Source: an optimization exercise on an open RTL-to-GDS flow (aim: small area, a short achievable clock period and few clock cycles). Production flows keep margins and buffers that such runs may drop.
In this exercise RTL edits were held to simulation tests only and were not proved equivalent to the original.
No activity file was given, so power comes from the tool's default toggle rates.

// asmemu_cpu
module asmemu_cpu (
    input  wire        clk,
    input  wire        rst,
    output reg         mem_req,
    output reg         mem_we,
    output reg  [15:0] mem_addr,
    output reg  [7:0]  mem_wdata,
    input  wire        mem_ready,
    input  wire [7:0]  mem_rdata,
    output reg         out_valid,
    output reg  [7:0]  out_data,
    output wire        halted,
    output wire        faulted,
    output wire [2:0]  fault_code,
    input  wire [3:0]  dbg_sel,
    output reg  [15:0] dbg_data
);
For scale: ~71 I/O pins, ~0.026 mm2 of cells after synthesis.
Settings: LEC_CHECK=0, CAP_MARGIN=20, CORE_MARGIN=2, CORE_UTILIZATION=30, CTS_CLUSTER_DIAMETER=60, CTS_CLUSTER_SIZE=24, PLACE_DENSITY=0.5, SLEW_MARGIN=20; clock period 14.0 ns.
standard.sh (not shown) runs the stock make flow with config.mk's settings and CLKGATE_MAP_FILE= SYNTH_SCRIPT=/design/flow/synth_recipe.tcl, a recipe that flattens the netlist after the stock synthesis.
==> flow/flow/run.sh <==
#!/bin/bash
set -euo pipefail
bash standard.sh SETUP_SLACK_MARGIN=7 "BUFFER_PORTS_ARGS=-buffer_cell sky130_fd_sc_hd__buf_2" finish > standard_flow.log 2>&1
Testbench counts at the start, summed over its fixed seeds: cycles 125,642.
Change:
==> flow/flow/run.sh (replaced) <==
#!/bin/bash
set -euo pipefail
bash standard.sh SETUP_SLACK_MARGIN=8 "BUFFER_PORTS_ARGS=-buffer_cell sky130_fd_sc_hd__buf_2" finish > standard_flow.log 2>&1
--- a/flow/config.mk
+++ b/flow/config.mk
@@ -9,6 +9,6 @@
 export CORE_MARGIN = 2
 export CORE_UTILIZATION = 30
-export CTS_CLUSTER_DIAMETER = 60
-export CTS_CLUSTER_SIZE = 24
+export CTS_CLUSTER_DIAMETER = 80
+export CTS_CLUSTER_SIZE = 30
 export PLACE_DENSITY = 0.5
 export SLEW_MARGIN = 20
The changed run completed with no timing, DRC or antenna violations.
Wire length came out higher by a few percent.
Worst setup slack is better by 0.065 ns.
Design area increases by a little under a tenth.
Global-route usage grows by 0.56 points.
Change:
==> flow/flow/run.sh (replaced) <==
#!/bin/bash
set -euo pipefail
bash standard.sh SETUP_SLACK_MARGIN=7 \
  "BUFFER_PORTS_ARGS=-buffer_cell sky130_fd_sc_hd__buf_2" \
  "CTS_ARGS=-sink_clustering_enable -repair_clock_nets -sink_clustering_size 32 -sink_clustering_max_diameter 100 -dont_use_dummy_load" \
  finish > standard_flow.log 2>&1
==> flow/config.mk (replaced) <==
export PLATFORM = sky130hd
export DESIGN_NAME = asmemu_cpu
export DESIGN_NICKNAME = asmemu_cpu
export VERILOG_FILES = /design/flow/design.v
export SDC_FILE = /design/flow/constraint.sdc
export NUM_CORES = 4
export LEC_CHECK = 0
export ABC_AREA = 1
export CAP_MARGIN = 20
export CORE_MARGIN = 2
export CORE_UTILIZATION = 50
export PLACE_DENSITY = 0.65
export SLEW_MARGIN = 20
What happened:
- The new run completed without violations
- synthesized area came out lower slightly
- sequential power came out higher by a few percent
- critical path depth came out higher by 3
- sequential cell count is unchanged
Change:
==> flow/flow/run.sh (replaced) <==
#!/bin/bash
set -euo pipefail
bash standard.sh SETUP_SLACK_MARGIN=7 "BUFFER_PORTS_ARGS=-buffer_cell sky130_fd_sc_hd__buf_2" finish > standard_flow.log 2>&1
--- a/flow/config.mk
+++ b/flow/config.mk
@@ -10,4 +10,6 @@
 export CORE_MARGIN = 2
 export CORE_UTILIZATION = 50
+export CTS_CLUSTER_DIAMETER = 60
+export CTS_CLUSTER_SIZE = 24
 export PLACE_DENSITY = 0.65
 export SLEW_MARGIN = 20
The changed run went through all stages and came out clean.
Routed wire length goes up by 0.44%.
Area after synthesis does not change.
Clock power goes up by 76%.
Setup slack gets better by 0.010 ns.
Clock skew goes down by 0.025 ns.
Cell area goes up by 2.4%.
Die area does not change.
Register-to-register slack gets better by 0.03 ns.
Power goes up by 7.4%.
Utilization goes up by 1.3 points.
Change:
==> flow/flow/run.sh (replaced) <==
#!/bin/bash
set -euo pipefail
bash standard.sh SETUP_SLACK_MARGIN=7 \
  "BUFFER_PORTS_ARGS=-buffer_cell sky130_fd_sc_hd__buf_2" \
  "CTS_ARGS=-sink_clustering_enable -repair_clock_nets -sink_clustering_size 26 -sink_clustering_max_diameter 80 -dont_use_dummy_load" \
  finish > standard_flow.log 2>&1
--- a/flow/config.mk
+++ b/flow/config.mk
@@ -10,6 +10,4 @@
 export CORE_MARGIN = 2
 export CORE_UTILIZATION = 50
-export CTS_CLUSTER_DIAMETER = 60
-export CTS_CLUSTER_SIZE = 24
 export PLACE_DENSITY = 0.65
 export SLEW_MARGIN = 20
- sequential cell count does not change
- combinational power is about the same
- via count stays flat
- total power fell by 5.2%
- register-to-register slack hardly moves
- non-clock buffer count came out higher by 9
- sequential share of layout area rose by 0.37 points
- wire length stays flat
- die area does not change
- setup slack improves by 0.0032 ns
- global-route usage falls by 0.40 points


Starting RTL as in the previous note.
Settings: LEC_CHECK=0, ABC_AREA=1, CAP_MARGIN=20, CORE_MARGIN=2, CORE_UTILIZATION=45, CTS_CLUSTER_DIAMETER=60, CTS_CLUSTER_SIZE=24, PLACE_DENSITY=0.6, SLEW_MARGIN=20; clock period 14.0 ns.
==> flow/flow/run.sh <==
#!/bin/bash
set -euo pipefail
bash standard.sh SETUP_SLACK_MARGIN=7 "BUFFER_PORTS_ARGS=-buffer_cell sky130_fd_sc_hd__buf_2" finish > standard_flow.log 2>&1
The first run ran to the end with no violations.
Testbench counts at the start, summed over its fixed seeds: cycles 125,642.
Change:
==> flow/flow/run.sh (replaced) <==
#!/bin/bash
set -euo pipefail
bash standard.sh SETUP_SLACK_MARGIN=7 finish > standard_flow.log 2>&1
- ABC_AREA: 1 -> default
- CORE_UTILIZATION: 45 -> 30
- CTS_CLUSTER_DIAMETER: 60 -> default
- CTS_CLUSTER_SIZE: 24 -> default
- PLACE_DENSITY: 0.6 -> 0.5
=> The changed run finished with timing, DRC and antenna clean. Via count went down by 2.6%. Global-route usage went down by 11 points. Critical path depth went up by 1. First-iteration DRC count went down by 7.3%.

-- separate check: timing with driven ports --
No port has a modelled driver above. Below, the same layouts with a new extraction and two added sets of constraints.
Step 1 (the two cells are an assumption about what drives the block):
set clk [get_ports {clk}]
set_driving_cell -lib_cell sky130_fd_sc_hd__clkbuf_16 $clk
set_driving_cell -lib_cell sky130_fd_sc_hd__buf_2 [delete_from_list [all_inputs] $clk]
Step 2 moves the port delays by t, midway between the first and last clock arrival at a register: inputs arrive t later, outputs are due t later. That takes back most of the time a late clock gives input paths.
Three values: ideal ports, drivers, drivers and shift; two values: the first two.
| run | shift t [ns] | setup slack, ns | worst setup path after step 2 |
|---|---|---|---|
| the first run of note 1 | 0.634 | 6.957 / 6.889 / 6.689 | input to register |
| the second run of note 1 | 0.656 | 7.022 / 6.956 / 6.843 | input to register |
| the third run of note 1 | 0.621 | 6.879 / 6.809 / 6.648 | input to register |
| the fourth run of note 1 | 0.633 | 6.890 / 6.818 / 6.658 | input to register |
| the fifth run of note 1 | 0.642 | 6.893 / 6.824 / 6.679 | input to register |
| the first run of note 2 | 0.637 | 6.929 / 6.862 / 6.590 | input to register |
| the second run of note 2 | 0.633 | 6.899 / 6.834 / 6.544 | input to register |
After both steps every run listed still meets setup and hold. For the second run of note 2, which loses most, drivers alone change the setup slack by -0.065 ns; drivers and shift together by -0.355 ns.
